Background: an optimization exercise with open tools, aiming at small area, a short achievable clock period and few clock cycles. Do not read the settings as production practice.
Function was checked by simulation only, so behaviour that the tests miss may differ from the original.
Power figures rest on the tool's default switching activity, not on a simulated workload.

## run A
==> flow/design.v (excerpt) <==
module tgui_blit (
    input             clk,
    input             rst,
    input             cmd_valid,
    input      [7:0]  cmd_code,
    input      [7:0]  cmd_rop,
    input      [15:0] cmd_flags,
    input      [31:0] cmd_fg,
    input      [31:0] cmd_bg,
    input      [15:0] cmd_dst_x,
    input      [15:0] cmd_dst_y,
    input      [15:0] cmd_src_x,
    input      [15:0] cmd_src_y,
    input      [15:0] cmd_size_x,
    input      [15:0] cmd_size_y,
    input      [15:0] cmd_clip_left,
    input      [15:0] cmd_clip_top,
    input      [15:0] cmd_clip_right,
    input      [15:0] cmd_clip_bottom,
    input      [9:0]  cmd_rowoffset,
    input      [1:0]  cmd_bpp,
    input             pat_we,
    input      [5:0]  pat_addr,
    input      [7:0]  pat_data,
    output            busy,
    output            mem_req,
    output            mem_we,
    output     [19:0] mem_addr,
    output     [1:0]  mem_size,
    output     [31:0] mem_wdata,
    input             mem_ready,
    input             mem_rvalid,
    input      [31:0] mem_rdata
);
For scale: ~380 I/O pins.
export LEC_CHECK = 0
export ABC_AREA = 1
export CAP_MARGIN = 20
export CORE_MARGIN = 2
export CORE_UTILIZATION = 55
export PLACE_DENSITY = 0.7
export SETUP_SLACK_MARGIN = 5
export SLEW_MARGIN = 20
create_clock -name core_clock -period 12.0 [get_ports {clk}]
standard.sh (not shown) runs the stock make flow with config.mk's settings and CLKGATE_MAP_FILE= SYNTH_SCRIPT=/design/flow/synth_recipe.tcl, a recipe that flattens the netlist after the stock synthesis.
==> flow/flow/run.sh <==
#!/bin/bash
set -euo pipefail
bash standard.sh SETUP_SLACK_MARGIN=7.5 "BUFFER_PORTS_ARGS=-buffer_cell sky130_fd_sc_hd__buf_2" finish > layout_make.log 2>&1
Testbench counts of run A, summed over its fixed seeds: cycles 298,733.
Input-level comparison between run B and run A:
==> flow/flow/run.sh <==
#!/bin/bash
set -euo pipefail
bash standard.sh SETUP_SLACK_MARGIN=8 "BUFFER_PORTS_ARGS=-buffer_cell sky130_fd_sc_hd__buf_2" finish > layout_make.log 2>&1
--- a/flow/config.mk
+++ b/flow/config.mk
@@ -8 +7,0 @@
-export ABC_AREA = 1
==> comparison <==
Number of buffers added for setup after CTS: run B vs run A up 230%. Run A has higher period utilization than run B. Run B vs. run A: fraction of the mapped netlist area in compound gates dropped 1.4 points; post-route cell area moved up; die area now smaller. Count of inserted tapcells: run B vs run A down 13.
Input-level comparison between run C and run B:
--- a/flow/config.mk
+++ b/flow/config.mk
@@ -8 +8,2 @@
-export CAP_MARGIN = 20
+export ABC_AREA = 1
+export CAP_MARGIN = 10
@@ -13 +14 @@
-export SLEW_MARGIN = 20
+export SLEW_MARGIN = 10
Results
Between run B and run C, number of multi-input combinational cells in the layout is lower for run B, run C comes in above that. On run C: die area is 0.0023 mm² higher than what run B gave. Of the two values seen for startpoint of the worst setup timing path, phase[1] was produced by run B and phase[0] by run C. Compared with run B, in run C minimum setup slack in the final design increased 170 ps; post-route cell area picked up an extra 0.59%. [run C] post-synthesis instance area rose 1.8% relative to run B. Of run B and run C, the run reporting the lower count of inverters not on the clock network in the layout was run B.
## Diff of input files: run D against run C
--- a/flow/config.mk
+++ b/flow/config.mk
@@ -9 +9 @@
-export CAP_MARGIN = 10
+export CAP_MARGIN = 20
@@ -11,2 +11,2 @@
-export CORE_UTILIZATION = 55
-export PLACE_DENSITY = 0.7
+export CORE_UTILIZATION = 45
+export PLACE_DENSITY = 0.65
@@ -14 +14 @@
-export SLEW_MARGIN = 10
+export SLEW_MARGIN = 20
## What came out
- Looking only at non-clock buffering overhead in the final layout, and setting everything else aside, the lower value of run D and run C goes to run C.
- Total non-filler cell area in the finished layout (run D over run C): increase, about 1.8%
- Of run D and run C, it is run D that has the higher post-layout total power.
- Per the final summary, run D finished and its layout is clean on timing, DRC and antenna.
- Run C and run D ended up with roughly the same detailed-route via count.
Input-level comparison between run E and run D:
==> flow/flow/run.sh <==
#!/bin/bash
set -euo pipefail
bash standard.sh SETUP_SLACK_MARGIN=8 finish > layout_make.log 2>&1
--- a/flow/config.mk
+++ b/flow/config.mk
@@ -11,2 +11,2 @@
-export CORE_UTILIZATION = 45
-export PLACE_DENSITY = 0.65
+export CORE_UTILIZATION = 55
+export PLACE_DENSITY = 0.7
## What came out
Power share of the clock group is higher on run D
Side by side, worst setup slack turned out higher in run E than in run D.
Of the two values seen for source of the critical timing path, phase[1] was produced by run D and phase[0] by run E.
Summary of run E over run D: number of buffers outside the clock class in the layout now sits higher; via count now sits higher; final hold slack now sits higher.
### run E -> run F
==> flow/flow/run.sh <==
#!/bin/bash
set -euo pipefail
bash standard.sh SETUP_SLACK_MARGIN=8 "BUFFER_PORTS_ARGS=-buffer_cell sky130_fd_sc_hd__buf_2" finish > layout_make.log 2>&1
--- a/flow/config.mk
+++ b/flow/config.mk
@@ -11,0 +12 @@
+export GPL_TIMING_DRIVEN = 0
Results
- Worst setup slack: run F < run E
- Run E has a lower final critical-path required period than run F.
- Higher final design area excluding fillers was reported by run E, not run F.
- For routed via count, dividing the value from run F by the value from run E gives 1.06.

========
== run 1 ==
Starting RTL as in the previous note.
Design tgui_blit, start of the top module:
module tgui_blit (
    input             clk,
    input             rst,
    input             cmd_valid,
    input      [7:0]  cmd_code,
    input      [7:0]  cmd_rop,
    input      [15:0] cmd_flags,
    input      [31:0] cmd_fg,
    input      [31:0] cmd_bg,
    input      [15:0] cmd_dst_x,
    input      [15:0] cmd_dst_y,
    input      [15:0] cmd_src_x,
    input      [15:0] cmd_src_y,
    input      [15:0] cmd_size_x,
    input      [15:0] cmd_size_y,
    input      [15:0] cmd_clip_left,
    input      [15:0] cmd_clip_top,
    input      [15:0] cmd_clip_right,
    input      [15:0] cmd_clip_bottom,
    input      [9:0]  cmd_rowoffset,
    input      [1:0]  cmd_bpp,
    input             pat_we,
    input      [5:0]  pat_addr,
    input      [7:0]  pat_data,
    output            busy,
    output            mem_req,
    output            mem_we,
    output     [19:0] mem_addr,
    output     [1:0]  mem_size,
    output     [31:0] mem_wdata,
    input             mem_ready,
    input             mem_rvalid,
    input      [31:0] mem_rdata
);
clock: 12.0 ns
lec_check: 0
cap_margin: 20
core_margin: 2
core_utilization: 55
place_density: 0.7
setup_slack_margin: 5
slew_margin: 20
==> flow/flow/run.sh <==
#!/bin/bash
set -euo pipefail
bash standard.sh SETUP_SLACK_MARGIN=8 finish > layout_make.log 2>&1
Testbench counts of run 1, summed over its fixed seeds: cycles 298,733.
The inputs of run 2 differ from those of run 1 as listed below.
Settings: setting ABC_AREA to 1 for the first time.
==> flow/flow/run.sh <==
#!/bin/bash
set -euo pipefail
bash standard.sh SETUP_SLACK_MARGIN=8 "BUFFER_PORTS_ARGS=-buffer_cell sky130_fd_sc_hd__buf_2" finish > layout_make.log 2>&1
[summary]
- Run 2 vs. run 1: count of vias placed by the detailed router went up by 9,715.
- Diff run 1 -> run 2 | clock-buffer cell count | down slightly
- Run 1 has higher minimum period implied by the final worst setup slack than run 2.
- On clock latency at the later pin of the worst-skew pair, run 2 and run 1 are neck and neck.
- Relative to run 1, proportion of power drawn by flip-flops and latches has gone up in run 2.
Relative to run 2, the following input files were edited for run 3:
Settings: TNS_END_PERCENT newly set to 0.
==> flow/flow/run.sh <==
#!/bin/bash
set -euo pipefail
bash standard.sh SETUP_SLACK_MARGIN=8 finish > layout_make.log 2>&1
Notes after the runs:
Higher global routing usage on met3 goes to run 2 over run 3. Relative to run 2, the portion of total power attributed to combinational logic of run 3 is lower by 0.6 points. Higher number of clock-tree buffers in the layout among run 2 and run 3: run 2. Run 2 reports its class of the most critical setup path as flop to flop while run 3 reports input pin to flop. Number of DRC markers in iteration 0: run 3 < run 2.

========
tgui_blit, a different RTL version from the one above (not shown whole).
For scale: ~8500 cells after synthesis, ~1300 flip-flops, ~74000 um^2 of cells after synthesis.
Design tgui_blit, start of the top module:
module tgui_blit (
    input             clk,
    input             rst,
    input             cmd_valid,
    input      [7:0]  cmd_code,
    input      [7:0]  cmd_rop,
    input      [15:0] cmd_flags,
    input      [31:0] cmd_fg,
    input      [31:0] cmd_bg,
    input      [15:0] cmd_dst_x,
    input      [15:0] cmd_dst_y,
    input      [15:0] cmd_src_x,
    input      [15:0] cmd_src_y,
    input      [15:0] cmd_size_x,
    input      [15:0] cmd_size_y,
    input      [15:0] cmd_clip_left,
    input      [15:0] cmd_clip_top,
    input      [15:0] cmd_clip_right,
    input      [15:0] cmd_clip_bottom,
    input      [9:0]  cmd_rowoffset,
    input      [1:0]  cmd_bpp,
    input             pat_we,
    input      [5:0]  pat_addr,
    input      [7:0]  pat_data,
    output            busy,
    output            mem_req,
    output            mem_we,
    output     [19:0] mem_addr,
    output     [1:0]  mem_size,
    output     [31:0] mem_wdata,
    input             mem_ready,
    input             mem_rvalid,
    input      [31:0] mem_rdata
);
    localparam F_SRCPAT    = 1;
    localparam F_SRCDISP   = 2;
    localparam F_PATMONO   = 5;
    localparam F_SRCMONO   = 6;
    localparam F_YNEG      = 8;
    localparam F_XNEG      = 9;
    localparam F_YMAJ      = 10;
    localparam F_TRANSENA  = 12;
    localparam F_TRANSREV  = 13;
    localparam F_SOLIDFILL = 14;
    localparam P_IDLE  = 2'd0;
    localparam P_SETUP = 2'd1;
    localparam P_RUN   = 2'd2;
    localparam M_BLT  = 2'd0;    
    localparam M_LINE = 2'd1;    
    localparam M_VEC  = 2'd2;    
    localparam SRC_DISP  = 2'd0;
  ...
export LEC_CHECK = 0
export ABC_AREA = 1
export CAP_MARGIN = 20
export CORE_MARGIN = 2
export CORE_UTILIZATION = 55
export PLACE_DENSITY = 0.7
export SETUP_SLACK_MARGIN = 5
export SLEW_MARGIN = 20
export TNS_END_PERCENT = 0
create_clock -name core_clock -period 12.0 [get_ports {clk}]
==> flow/flow/run.sh <==
#!/bin/bash
set -euo pipefail
bash standard.sh SETUP_SLACK_MARGIN=8 "BUFFER_PORTS_ARGS=-buffer_cell sky130_fd_sc_hd__buf_2" finish > layout_make.log 2>&1
Testbench counts at the start, summed over its fixed seeds: cycles 298,733.
Next try:
--- a/flow/config.mk
+++ b/flow/config.mk
@@ -9,7 +9,6 @@
 export CAP_MARGIN = 20
 export CORE_MARGIN = 2
-export CORE_UTILIZATION = 55
-export PLACE_DENSITY = 0.7
+export CORE_UTILIZATION = 65
+export PLACE_DENSITY = 0.8
 export SETUP_SLACK_MARGIN = 5
 export SLEW_MARGIN = 20
-export TNS_END_PERCENT = 0
=> Worst setup slack loses 59 ps. Maximum frequency came out lower by 1.3%. First-iteration DRC count came out higher by about 30%. Combinational power came out higher by about 12%. Non-clock buffer count came out higher by 167. Die area came out lower by about 15%. Via count came out higher by about 7%. Total power came out higher by 3.7%.
Next try:
--- a/flow/config.mk
+++ b/flow/config.mk
@@ -9,6 +9,6 @@
 export CAP_MARGIN = 20
 export CORE_MARGIN = 2
-export CORE_UTILIZATION = 65
-export PLACE_DENSITY = 0.8
+export CORE_UTILIZATION = 55
+export PLACE_DENSITY = 0.7
 export SETUP_SLACK_MARGIN = 5
 export SLEW_MARGIN = 20
The changed run finished with timing, DRC and antenna clean.
Global-route usage shrinks by 7.1 points.
Power shrinks by 1.8%.
Routed wire length shrinks by 3.9%.

========
== harbor ==
Starting RTL as in the previous note.
clock: 12.0 ns
lec_check: 0
abc_area: 1
cap_margin: 20
core_margin: 2
core_utilization: 55
place_density: 0.7
setup_slack_margin: 5
slew_margin: 20
==> flow/flow/run.sh <==
#!/bin/bash
set -euo pipefail
bash standard.sh SETUP_SLACK_MARGIN=8 finish > layout_make.log 2>&1
Testbench counts of harbor, summed over its fixed seeds: cycles 298,733.
#### Input delta (sierra over harbor)
Settings: TNS_END_PERCENT: unset -> 0.
==> flow/flow/run.sh <==
#!/bin/bash
set -euo pipefail
bash standard.sh SETUP_SLACK_MARGIN=9 "BUFFER_PORTS_ARGS=-buffer_cell sky130_fd_sc_hd__buf_2" finish > layout_make.log 2>&1
Notes after the runs:
- sierra: transition time at the pin with the least slew margin is 67 ps lower than what harbor reported.
- | clock skew | higher: harbor |
- Comparing sierra and harbor, the lower total met3 wirelength after detailed routing was measured on sierra.
- The type of the worst setup path comes out reg -> reg in one run and reg -> out in the other, namely in sierra and harbor respectively.
- Looking at data required time at the worst endpoint across sierra and harbor, the one that comes out higher is sierra.

## port drivers added, routing unchanged
How much do the figures lean on ideal ports? The routed layouts below were timed once more, with nothing changed but the port constraints.
Step 1, drivers: a clkbuf_16 drives clk and a buf_2 each remaining input, both assumed.
Step 2 times the ports against the registers' clock, not the clock port: input delays grow and output delays shrink by t, the midpoint of the rising clock arrivals with the driver on.
a / b / c = ideal ports / drivers / drivers and shift; a / b = the first two.
| run | shift t [ns] | setup WS [ns] | cell pins on the clock port's net |
|---|---|---|---|
| run A | 0.858 | 7.538 / 7.451 / 6.918 | 1 |
| run B | 0.865 | 7.615 / 7.531 / 7.108 | 1 |
| run C | 0.873 | 7.786 / 7.703 / 7.080 | 1 |
| run D | 0.889 | 7.641 / 7.551 / 7.024 | 1 |
| run E | 0.855 | 7.867 / 7.783 / 7.154 | 1 |
| run F | 0.871 | 7.670 / 7.580 / 7.072 | 1 |
| run 1 | 0.869 | 7.388 / 7.388 / 6.990 | 1 |
| run 2 | 0.879 | 7.825 / 7.746 / 7.147 | 1 |
| run 3 | 0.851 | 7.570 / 7.618 / 6.774 | 1 |
| the first run of note 3 | 0.857 | 7.639 / 7.639 / 6.833 | 1 |
| the second run of note 3 | 0.846 | 7.579 / 7.579 / 6.909 | 1 |
| the third run of note 3 | 0.859 | 7.638 / 7.679 / 6.819 | 1 |
| harbor | 0.871 | 7.747 / 7.661 / 6.937 | 1 |
| sierra | 0.857 | 7.639 / 7.639 / 6.833 | 1 |
After both steps every run listed still meets setup and hold. The setup slack of the third run of note 3, which loses most, moves by +0.041 ns with the drivers and by -0.819 ns with both steps.
